This is an optimization exercise on Yosys and OpenROAD, whose aim is small area, not a production implementation. Function was checked by simulation only, so behaviour that the tests miss may differ from the original. The clock port is modelled as an ideal driver; clocking choices that lean on that would not hold on a real chip. Power figures rest on the tool's default switching activity, not on a simulated workload.

==> inputs of 10-02 <==
==> flow/design.v (excerpt) <==
module kt8_core (
    input  wire        clk,
    input  wire        rst,           
    input  wire        start,         
    input  wire [15:0] start_addr,    
    input  wire        suspend,       
    output reg         mem_req,
    output reg         mem_we,
    output reg  [15:0] mem_addr,
    output reg  [7:0]  mem_wdata,
    input  wire [7:0]  mem_rdata,
    input  wire        mem_ready,
    output wire        busy,
    output wire        halted,
    output wire        faulted,
    output wire [2:0]  fault_code,
    output wire        retire,
    output wire [15:0] pc,
    output wire [7:0]  a,
    output wire [7:0]  w,
    output wire [7:0]  x,
    output wire [7:0]  y,
    output wire [7:0]  z,
    output wire [7:0]  sp,
    output wire [7:0]  flags
);
==> flow/config.mk <==
export PLATFORM = sky130hd
export DESIGN_NAME = kt8_core
export DESIGN_NICKNAME = kt8_core
export VERILOG_FILES = /design/flow/design.v
export SDC_FILE = /design/flow/constraint.sdc
export NUM_CORES = 4
export LEC_CHECK = 0
export ABC_AREA = 1
export CAP_MARGIN = 20
export CORE_MARGIN = 2
export CORE_UTILIZATION = 40
export SLEW_MARGIN = 20
==> flow/constraint.sdc <==
create_clock -name core_clock -period 10.0 [get_ports {clk}]
set_input_delay 2.0000 -clock core_clock [delete_from_list [all_inputs] [get_ports {clk}]]
set_output_delay 2.0000 -clock core_clock [all_outputs]
set_load 0.01 [all_outputs]
standard.sh (not shown) runs the stock make flow with config.mk's settings and CLKGATE_MAP_FILE= SYNTH_SCRIPT=/design/flow/synth_recipe.tcl, a recipe that flattens the netlist after the stock synthesis.
==> flow/flow/run.sh <==
#!/bin/bash
# The standard layout (standard.sh), changed in three ways:
#  - synthesis maps the logic with a deeper area-oriented ABC script
#    (flow/abc_deep.script); everything else in synth_recipe.tcl is unchanged,
#    so the registers are the standard synthesis's;
#  - ports are buffered with the smallest buffer (buf_1);
#  - the clock tree uses clkbuf_8 buffers and no dummy loads.
# Each tool's output is in orfs/logs; make's output is in standard.log.
set -euo pipefail
HERE=$PWD
{
  echo "proc abc {args} {"
  echo "  set i [lsearch \$args -script]"
  echo "  set args [lreplace \$args [expr {\$i+1}] [expr {\$i+1}] $HERE/flow/abc_deep.script]"
  echo "  yosys abc {*}\$args"
  echo "}"
  cat synth_recipe.tcl
} > my_synth.tcl
sed "s#SYNTH_SCRIPT=[^ ]*#SYNTH_SCRIPT=$HERE/my_synth.tcl#" standard.sh > my_standard.sh
export BUFFER_PORTS_ARGS="-buffer_cell sky130_fd_sc_hd__buf_1"
export CTS_ARGS="-sink_clustering_enable -repair_clock_nets -dont_use_dummy_load -buf_list sky130_fd_sc_hd__clkbuf_8 -sink_clustering_size 20"
bash my_standard.sh > standard.log 2>&1
==> flow/flow/abc_deep.script <==
strash
&get -n
&deepsyn -T 60
&put
dch -f
amap
topo
dnsize
==> inputs of 11-17, as changes to 10-02 <==
--- a/flow/design.v
+++ b/flow/design.v
@@ -22,17 +22,16 @@
     output wire [7:0]  y,
     output wire [7:0]  z,
     output wire [7:0]  sp,
     output wire [7:0]  flags
 );
     localparam [4:0] S_BND  = 5'b00000,   
                      S_INC  = 5'b00001,   
                      S_SHH  = 5'b00010,   
-                     S_IDX  = 5'b00011,   
                      S_PCX  = 5'b00100,   
                      S_ENDP = 5'b00101,   
                      S_PSHT = 5'b00110,   
                      S_EX   = 5'b01000,   
                      S_SPX  = 5'b01001,   
                      S_OPF  = 5'b10000,   
                      S_RD1  = 5'b10001,   
                      S_RD2  = 5'b10010,   
@@ -190,16 +189,17 @@
             default: br_taken =  rfl[7];    
         endcase
     end
     wire pass  = ~state[4];
     wire first = (cnt == 4'd0);
     wire last  = (cnt[2:0] == 3'd7) && (cnt[3] || state[3]);
     wire hsel_ar = (cnt[3] == ph);       
     wire hsel_pc = (cnt[3] == ~ph);      
+    wire idxm    = (mode == M_IDX) && !ex && !boot;
     function [7:0] rf;
         input [2:0] i;
         begin
             case (i)
                 3'd1:    rf = ra;
                 3'd2:    rf = rw;
                 3'd3:    rf = rx;
                 3'd4:    rf = ry;
@@ -236,22 +236,20 @@
                 ar_sh = 1'b1; ar_in = rpc[0];
             end
             S_INC: begin
                 u = ar[0]; cinit = 1'b1;
                 ar_sh = 1'b1; ar_in = sum;
                 pc_sh = boot & ~ph; pc_in = ar[0];
             end
             S_SHH: begin
-                ar_sh = 1'b1; ar_in = hsel_ar ? t[0] : ar[0];
-                t_sh = 1'b1; t_in = (hsel_ar && is_pop) ? 1'b0 : t[0];
-            end
-            S_IDX: begin
                 u = ar[0]; bb = rw[0];
-                ar_sh = 1'b1; ar_in = cnt[3] ? 1'b0 : sum;
+                ar_sh = 1'b1;
+                ar_in = hsel_ar ? (idxm ? 1'b0 : t[0]) : (idxm ? sum : ar[0]);
+                t_sh = 1'b1; t_in = (hsel_ar && is_pop) ? 1'b0 : t[0];
             end
             S_PCX: begin
                 if (kind == K_JMP || kind == K_JFN || kind == K_JMPI || kind == K_RET) begin
                     u = ar[0]; ar_sh = 1'b1;
                 end else
                     u = rpc[0];
                 if (kind == K_BR && br_taken) begin
                     bb = cnt[3] ? t[7] : t[0];
@@ -351,17 +349,17 @@
     wire xfer = mem_req && mem_ready;
     wire start_take = start && ended;
     wire clr = rst || start_take;
     wire [5:1] rf_en, rf_dst;
     genvar gi;
     generate for (gi = 1; gi <= 5; gi = gi + 1) begin : g_rf
         assign rf_dst[gi] = rf_sh_dst && (dst_i == gi);
         assign rf_en[gi]  = rf_dst[gi] || (rf_sh_src && (src_i == gi)) ||
-                            (gi == 2 && state == S_IDX && !cnt[3]);
+                            (gi == 2 && state == S_SHH && idxm && !cnt[3]);
     end endgenerate
     always @(posedge clk) begin
         if (pc_sh)  rpc  <= {pc_in, rpc[15:1]};
         if (ar_sh)  ar   <= {ar_in, ar[15:1]};
         if (end_sh) endr <= {end_in, endr[15:1]};
         if (t_sh)   t    <= {t_in, t[7:1]};
         if (sp_sh)  rsp  <= {sp_in, rsp[7:1]};
         if (rf_en[1]) ra <= {rf_dst[1] ? res : ra[0], ra[7:1]};
@@ -394,19 +392,17 @@
                 if (boot ? (mem_rdata != 8'h7F) : mem_rdata[7])
                     state <= 5'b11000 | (boot ? F_HEADER : F_ILLEGAL);
                 else
                     state <= S_INC;
             end
             S_INC: if (last) state <= ph ? S_RD2 : S_RD1;
             S_RD1: if (xfer) begin t <= mem_rdata; ph <= 1'b1; state <= S_INC; end
             S_RD2: if (xfer) begin ar[7:0] <= mem_rdata; state <= S_SHH; end
-            S_SHH: if (last) state <= (ex && is_pop) ? S_WR :
-                                      (mode == M_IDX && !boot) ? S_IDX : S_DSP;
-            S_IDX: if (last) state <= S_DSP;
+            S_SHH: if (last) state <= (ex && is_pop) ? S_WR : S_DSP;
             S_DSP: begin
                 ph <= 1'b0;
                 ex <= 1'b1;
                 if (boot) state <= S_PCX;
                 else if (kind == K_ILL || (kind == K_MOV && !mov_ok))
                     state <= 5'b11000 | F_ILLEGAL;
                 else if (is_pop)
                     state <= sp_full ? (5'b11000 | F_STACK) : S_SPX;
==> flow/flow/run.sh (replaced) <==
#!/bin/bash
set -euo pipefail
HERE=$PWD
{
  echo "proc abc {args} {"
  echo "  set i [lsearch \$args -script]"
  echo "  set args [lreplace \$args [expr {\$i+1}] [expr {\$i+1}] $HERE/flow/abc_deep.script]"
  echo "  yosys abc {*}\$args"
  echo "}"
  cat synth_recipe.tcl
} > my_synth.tcl
sed "s#SYNTH_SCRIPT=[^ ]*#SYNTH_SCRIPT=$HERE/my_synth.tcl#" standard.sh > my_standard.sh
export BUFFER_PORTS_ARGS="-buffer_cell sky130_fd_sc_hd__buf_1"
export CTS_ARGS="-sink_clustering_enable -repair_clock_nets -dont_use_dummy_load -buf_list sky130_fd_sc_hd__clkbuf_4"
export POST_CTS_TCL="$HERE/flow/post_cts.tcl"
bash my_standard.sh > standard.log 2>&1
==> flow/flow/abc_deep.script (replaced) <==
strash
&get -n
&deepsyn -T 120
&put
dch -f
amap -F 10 -A 30
topo
dnsize
==> flow/flow/post_cts.tcl (new file) <==
proc clkbuf_sink_slew {inst} {
  set net [get_nets -of_objects [get_pins [get_full_name $inst]/X]]
  set ws 0
  foreach p [get_pins -of_objects $net] {
    set s [get_property $p slew_max]
    if {$s > $ws} { set ws $s }
  }
  return $ws
}
proc clkbuf4s {} {
  set l {}
  foreach inst [get_cells *] {
    if {[get_property $inst ref_name] eq "sky130_fd_sc_hd__clkbuf_4"} { lappend l $inst }
  }
  return $l
}
estimate_parasitics -placement
set up 0
foreach inst [clkbuf4s] {
  set drives_buf 0
  set net [get_nets -of_objects [get_pins [get_full_name $inst]/X]]
  foreach p [get_pins -of_objects $net] {
    if {[string match *clkbuf* [get_property [get_cells -of_objects $p] ref_name]] && [get_property $p direction] eq "input"} { set drives_buf 1 }
  }
  if {$drives_buf} { replace_cell $inst sky130_fd_sc_hd__clkbuf_8; incr up }
}
estimate_parasitics -placement
foreach inst [clkbuf4s] {
  if {[clkbuf_sink_slew $inst] > 0.110} { replace_cell $inst sky130_fd_sc_hd__clkbuf_8; incr up }
}
puts "post_cts: upsized $up clock buffers"
detailed_placement
check_placement
estimate_parasitics -placement
set ws 0
foreach p [get_pins -hierarchical */CLK] { set s [get_property $p slew_max]; if {$s > $ws} {set ws $s} }
puts "post_cts: worst flip-flop clock slew $ws"
==> inputs of 02-13, as changes to 10-02 <==
--- a/flow/design.v
+++ b/flow/design.v
@@ -51,31 +51,31 @@
     reg        ph;         
     reg        ex;         
     reg        boot;       
     reg [15:0] rpc, ar;
     reg [15:0] endr;
     reg        e16;
     reg [7:0]  ra, rw, rx, ry, rz, rsp, t;
     reg [6:0]  op;
-    reg  [7:0] rfl;
+    reg        fn, fv, f4, f3, f2, fz, fc;
     wire ended = state[4] & state[3];
     assign busy       = ~ended;
     assign halted     = (state == S_HALT);
     assign faulted    = ended & (state[2:0] != 3'd0) & (state[2:1] != 2'b11);
     assign fault_code = faulted ? state[2:0] : 3'd0;
     assign retire     = (state == S_RET);
     assign pc    = rpc;
     assign a     = ra;
     assign w     = rw;
     assign x     = rx;
     assign y     = ry;
     assign z     = rz;
     assign sp    = rsp;
-    assign flags = rfl;
+    assign flags = {fn, fv, 1'b1, f4, f3, f2, fz, fc};
     localparam [4:0] K_NOP = 5'd0,  K_MOV = 5'd1,  K_LD  = 5'd2,  K_ST  = 5'd3,
                      K_JMP = 5'd4,  K_JMPI= 5'd5,  K_JFN = 5'd6,  K_RET = 5'd7,
                      K_BR  = 5'd8,  K_CLC = 5'd9,  K_SEC = 5'd10, K_CLO = 5'd11,
                      K_PHS = 5'd12, K_POS = 5'd13,
                      K_CMP = 5'd16, K_AND = 5'd17, K_ORA = 5'd18, K_XOR = 5'd19,
                      K_ROL = 5'd20, K_ROR = 5'd21, K_BSR = 5'd22, K_BSL = 5'd23,
                      K_ADD = 5'd24, K_SUB = 5'd25, K_INC = 5'd26, K_DEC = 5'd27,
                      K_INR = 5'd28, K_DER = 5'd29, K_ILL = 5'd31;
@@ -177,22 +177,22 @@
     wire sp_zero = (rsp == 8'h00);
     wire sp_full = (rsp == 8'hFF);
     wire ar_hi1  = &ar[15:1];                  
     wire mov_ok  = (ar[15:11] == 5'd0) && (ar[10:8] != 3'd0) && (ar[10:9] != 2'b11) &&
                    (ar[7:3] == 5'd0)   && (ar[2:0] != 3'd0)  && (ar[2:1] != 2'b11);
     reg br_taken;
     always @(*) begin
         case (rix)
-            3'd7:    br_taken = !rfl[0];    
-            3'd0:    br_taken =  rfl[0];    
-            3'd1:    br_taken = !rfl[1];    
-            3'd2:    br_taken =  rfl[1];    
-            3'd3:    br_taken = !rfl[7];    
-            default: br_taken =  rfl[7];    
+            3'd7:    br_taken = !fc;    
+            3'd0:    br_taken =  fc;    
+            3'd1:    br_taken = !fz;    
+            3'd2:    br_taken =  fz;    
+            3'd3:    br_taken = !fn;    
+            default: br_taken =  fn;    
         endcase
     end
     wire pass  = ~state[4];
     wire first = (cnt == 4'd0);
     wire last  = (cnt[2:0] == 3'd7) && (cnt[3] || state[3]);
     wire hsel_ar = (cnt[3] == ph);       
     wire hsel_pc = (cnt[3] == ~ph);      
     function [7:0] rf;
@@ -205,17 +205,17 @@
                 3'd4:    rf = ry;
                 default: rf = rz;
             endcase
         end
     endfunction
     wire [2:0] src_i = (kind == K_MOV) ? ar[10:8] : rix;
     wire [2:0] dst_i = (kind == K_MOV) ? ar[2:0]  : rix;
     wire [7:0] src_v = rf(src_i);
-    wire [7:0] fl_v  = rfl;
+    wire [7:0] fl_v  = {fn, fv, 1'b1, f4, f3, f2, fz, fc};
     reg  u, bb, cinit;
     reg  res;
     reg  cy_n;
     wire cin  = first ? cinit : cy;
     wire sum  = u ^ bb ^ cin;
     wire cout = (u & bb) | (cin & (u ^ bb));
     reg pc_sh, ar_sh, end_sh, t_sh, sp_sh;
     reg pc_in, ar_in, end_in, t_in, sp_in;
@@ -299,32 +299,32 @@
                         last_c = 1'b1; last_ncmp = 1'b1;
                     end
                     K_AND, K_ORA, K_XOR: begin
                         u = ra[0]; bb = t[0];
                         res = (kind == K_AND) ? (u & bb) : (kind == K_ORA) ? (u | bb) : (u ^ bb);
                         rf_sh_dst = 1'b1; t_sh = 1'b1; setnz = 1'b1; zacc = 1'b1;
                     end
                     K_ADD, K_SUB: begin
-                        u = ra[0]; bb = t[0] ^ (kind == K_SUB); cinit = rfl[0];
+                        u = ra[0]; bb = t[0] ^ (kind == K_SUB); cinit = fc;
                         rf_sh_dst = 1'b1; t_sh = 1'b1; setnz = 1'b1; zacc = 1'b1;
                         last_c = 1'b1; last_v = 1'b1;
                     end
                     K_ROL, K_BSL: begin
                         u = memop ? t[0] : ra[0];
-                        cinit = (kind == K_ROL) & rfl[0];
+                        cinit = (kind == K_ROL) & fc;
                         res = cin; cy_n = u;
                         if (memop) begin t_sh = 1'b1; t_in = res; end
                         else rf_sh_dst = 1'b1;
                         setnz = 1'b1; zacc = (kind == K_ROL) & ~memop;
                         last_c = 1'b1;
                     end
                     K_ROR, K_BSR: begin
                         u = memop ? t[0] : ra[0];
-                        res = last ? ((kind == K_ROR) & rfl[0]) : (memop ? t[1] : ra[1]);
+                        res = last ? ((kind == K_ROR) & fc) : (memop ? t[1] : ra[1]);
                         cy_n = first ? u : cy;
                         if (memop) begin t_sh = 1'b1; t_in = res; end
                         else rf_sh_dst = 1'b1;
                         setnz = 1'b1; zacc = (kind == K_ROR) & ~memop;
                         last_c = 1'b1;
                     end
                     K_INC, K_DEC: begin
                         u = t[0]; bb = (kind == K_DEC); cinit = (kind == K_INC);
@@ -366,23 +366,23 @@
         if (sp_sh)  rsp  <= {sp_in, rsp[7:1]};
         if (rf_en[1]) ra <= {rf_dst[1] ? res : ra[0], ra[7:1]};
         if (rf_en[2]) rw <= {rf_dst[2] ? res : rw[0], rw[7:1]};
         if (rf_en[3]) rx <= {rf_dst[3] ? res : rx[0], rx[7:1]};
         if (rf_en[4]) ry <= {rf_dst[4] ? res : ry[0], ry[7:1]};
         if (rf_en[5]) rz <= {rf_dst[5] ? res : rz[0], rz[7:1]};
         if (pass) cy <= cy_n;
         cnt <= (pass && !last) ? cnt + 4'd1 : 4'd0;
-        if (setnz) rfl[7] <= res;
-        if (zacc)  rfl[1] <= (first ? 1'b1 : rfl[1]) & ~res;
-        if (last && last_c)    rfl[0] <= cy_n;
-        if (last && last_v)    rfl[6] <= cin ^ cout;
-        if (last && last_ncmp) rfl[7] <= ~cout;
+        if (setnz) fn <= res;
+        if (zacc)  fz <= (first ? 1'b1 : fz) & ~res;
+        if (last && last_c)    fc <= cy_n;
+        if (last && last_v)    fv <= cin ^ cout;
+        if (last && last_ncmp) fn <= ~cout;
         if (state == S_EX && kind == K_POS && first)
-            rfl <= t | 8'h20;
+            {fn, fv, f4, f3, f2, fz, fc} <= {t[7:6], t[4:0]};
         case (state)
             S_WAIT: begin
                 if (boot || !suspend) begin
                     if (boot && ar[15:14] == 2'b00) state <= 5'b11000 | F_SEGMENT;
                     else if (ar_hi1)                state <= 5'b11000 | F_ADDRESS;
                     else                            state <= S_OPF;
                 end
             end
@@ -412,19 +412,19 @@
                     state <= sp_full ? (5'b11000 | F_STACK) : S_SPX;
                 else case (kind)
                     K_JMPI: begin
                         if (ex) state <= S_PCX;
                         else if (ar_hi1 && ar[0]) state <= 5'b11000 | F_ADDRESS;
                         else state <= S_RD1;
                     end
                     K_NOP, K_JMP, K_BR: state <= S_PCX;
-                    K_CLC: begin rfl[0] <= 1'b0; state <= S_PCX; end
-                    K_SEC: begin rfl[0] <= 1'b1; state <= S_PCX; end
-                    K_CLO: begin rfl[6] <= 1'b0; state <= S_PCX; end
+                    K_CLC: begin fc <= 1'b0; state <= S_PCX; end
+                    K_SEC: begin fc <= 1'b1; state <= S_PCX; end
+                    K_CLO: begin fv <= 1'b0; state <= S_PCX; end
                     K_JFN: state <= S_PSHT;
                     default: state <= (memop && kind != K_ST) ? S_RDM : S_EX;
                 endcase
             end
             S_RDM: if (xfer) begin
                 t <= mem_rdata;
                 state <= (kind == K_RET) ? S_SHH : S_EX;
             end
@@ -458,13 +458,13 @@
                     state <= S_WAIT;
                 end
             end
         endcase
         if (clr) begin
             rpc <= 16'h0000;
             ra <= 8'h00; rw <= 8'h00; rx <= 8'h00; ry <= 8'h00; rz <= 8'h00;
             rsp <= 8'hFF;
-            rfl <= 8'h24;
+            {fn, fv, f4, f3, f2, fz, fc} <= 7'b0000100;
         end
         if (rst) state <= S_IDLE;
     end
 endmodule
==> flow/flow/run.sh (replaced) <==
#!/bin/bash
# Standard layout, with the smallest buffer on the ports and a small clock tree.
set -euo pipefail
export BUFFER_PORTS_ARGS="-buffer_cell sky130_fd_sc_hd__buf_1"
export CTS_ARGS="-sink_clustering_enable -repair_clock_nets -dont_use_dummy_load -buf_list sky130_fd_sc_hd__clkbuf_8 -sink_clustering_size 20"
bash standard.sh > standard.log 2>&1
removed: flow/flow/abc_deep.script
==> run summary <==
GRT Overall Usage=28.5%; wire length on met2=11700 um; crit end category=register; VDD IR max=0.111 mV; placed cells=1218; DP Wirelength=20100 um; Worst-path clk slew=0.08 ns; Seq/total area=37.2%; Final Skew=0.0291 ns; simple-gate share of the synthesized area=18.7%; worst setup path endpoint=t[7]; Synth cell types=46; Worst slew margin=31.9%; routed vias/inst=6.02; worst hold endpoint=endr[12]; Comb. pwr=753 uW; register area share after synthesis=43.0%; status=timing/DRC/antenna clean; first-pass GRT wire length=39500 um
the above is filed under 10-02

==> run summary <==
status=timing/DRC/antenna clean; Final Skew=0.0319 ns; routed vias/inst=5.58; wire length on met2=14200 um; Synth cell types=49; Worst-path clk slew=0.09 ns; Seq/total area=31.0%; worst hold endpoint=endr[3]; VDD IR max=0.109 mV; Comb. pwr=876 uW; Worst slew margin=37.2%; register area share after synthesis=34.4%; worst setup path endpoint=mem_addr[6]; DP Wirelength=24700 um; simple-gate share of the synthesized area=36.7%
the above is filed under 02-13

==> run summary <==
status=timing/DRC/antenna clean; VDD IR max=0.177 mV; Worst slew margin=27.1%; register area share after synthesis=43.9%; crit end category=register; GRT Overall Usage=27.7%; DP Wirelength=19300 um; Final Skew=0.0359 ns; Worst-path clk slew=0.11 ns; worst hold endpoint=endr[4]; wire length on met2=10900 um
the above is filed under 11-17

## re-timing with driven ports
Ports are ideal in the flow. The routed layouts listed here were re-timed in OpenROAD.
Step 1 sets driving cells, clkbuf_16 on the clock port and buf_2 on the other inputs (assumed; they add their load-dependent delay and slew).
Step 2 also shifts input and output timing later by t, the mid clock arrival at the registers, as if the neighbouring blocks saw the same clock.
Three values: ideal, step 1, step 2; two values: the first two.
run | t, ns | setup slack, ns | hold WS [ns] | worst setup path after step 2 | worst register clock-pin slew, ns
10-02 | 0.475 | 3.006 / 3.006 / 3.006 | 0.410 / 0.410 / 0.410 | register to register | 0.08 / 0.08
11-17 | 0.465 | 3.888 / 3.887 / 3.887 | 0.394 / 0.394 / 0.394 | register to register | 0.11 / 0.11
02-13 | 0.482 | 4.555 / 4.512 / 4.994 | 0.413 / 0.413 / 0.413 | register to output | 0.09 / 0.09
After both steps setup and hold are still met in every run listed. For 11-17, which loses most, drivers alone change the setup slack by -0.001 ns; drivers and shift together by -0.001 ns.
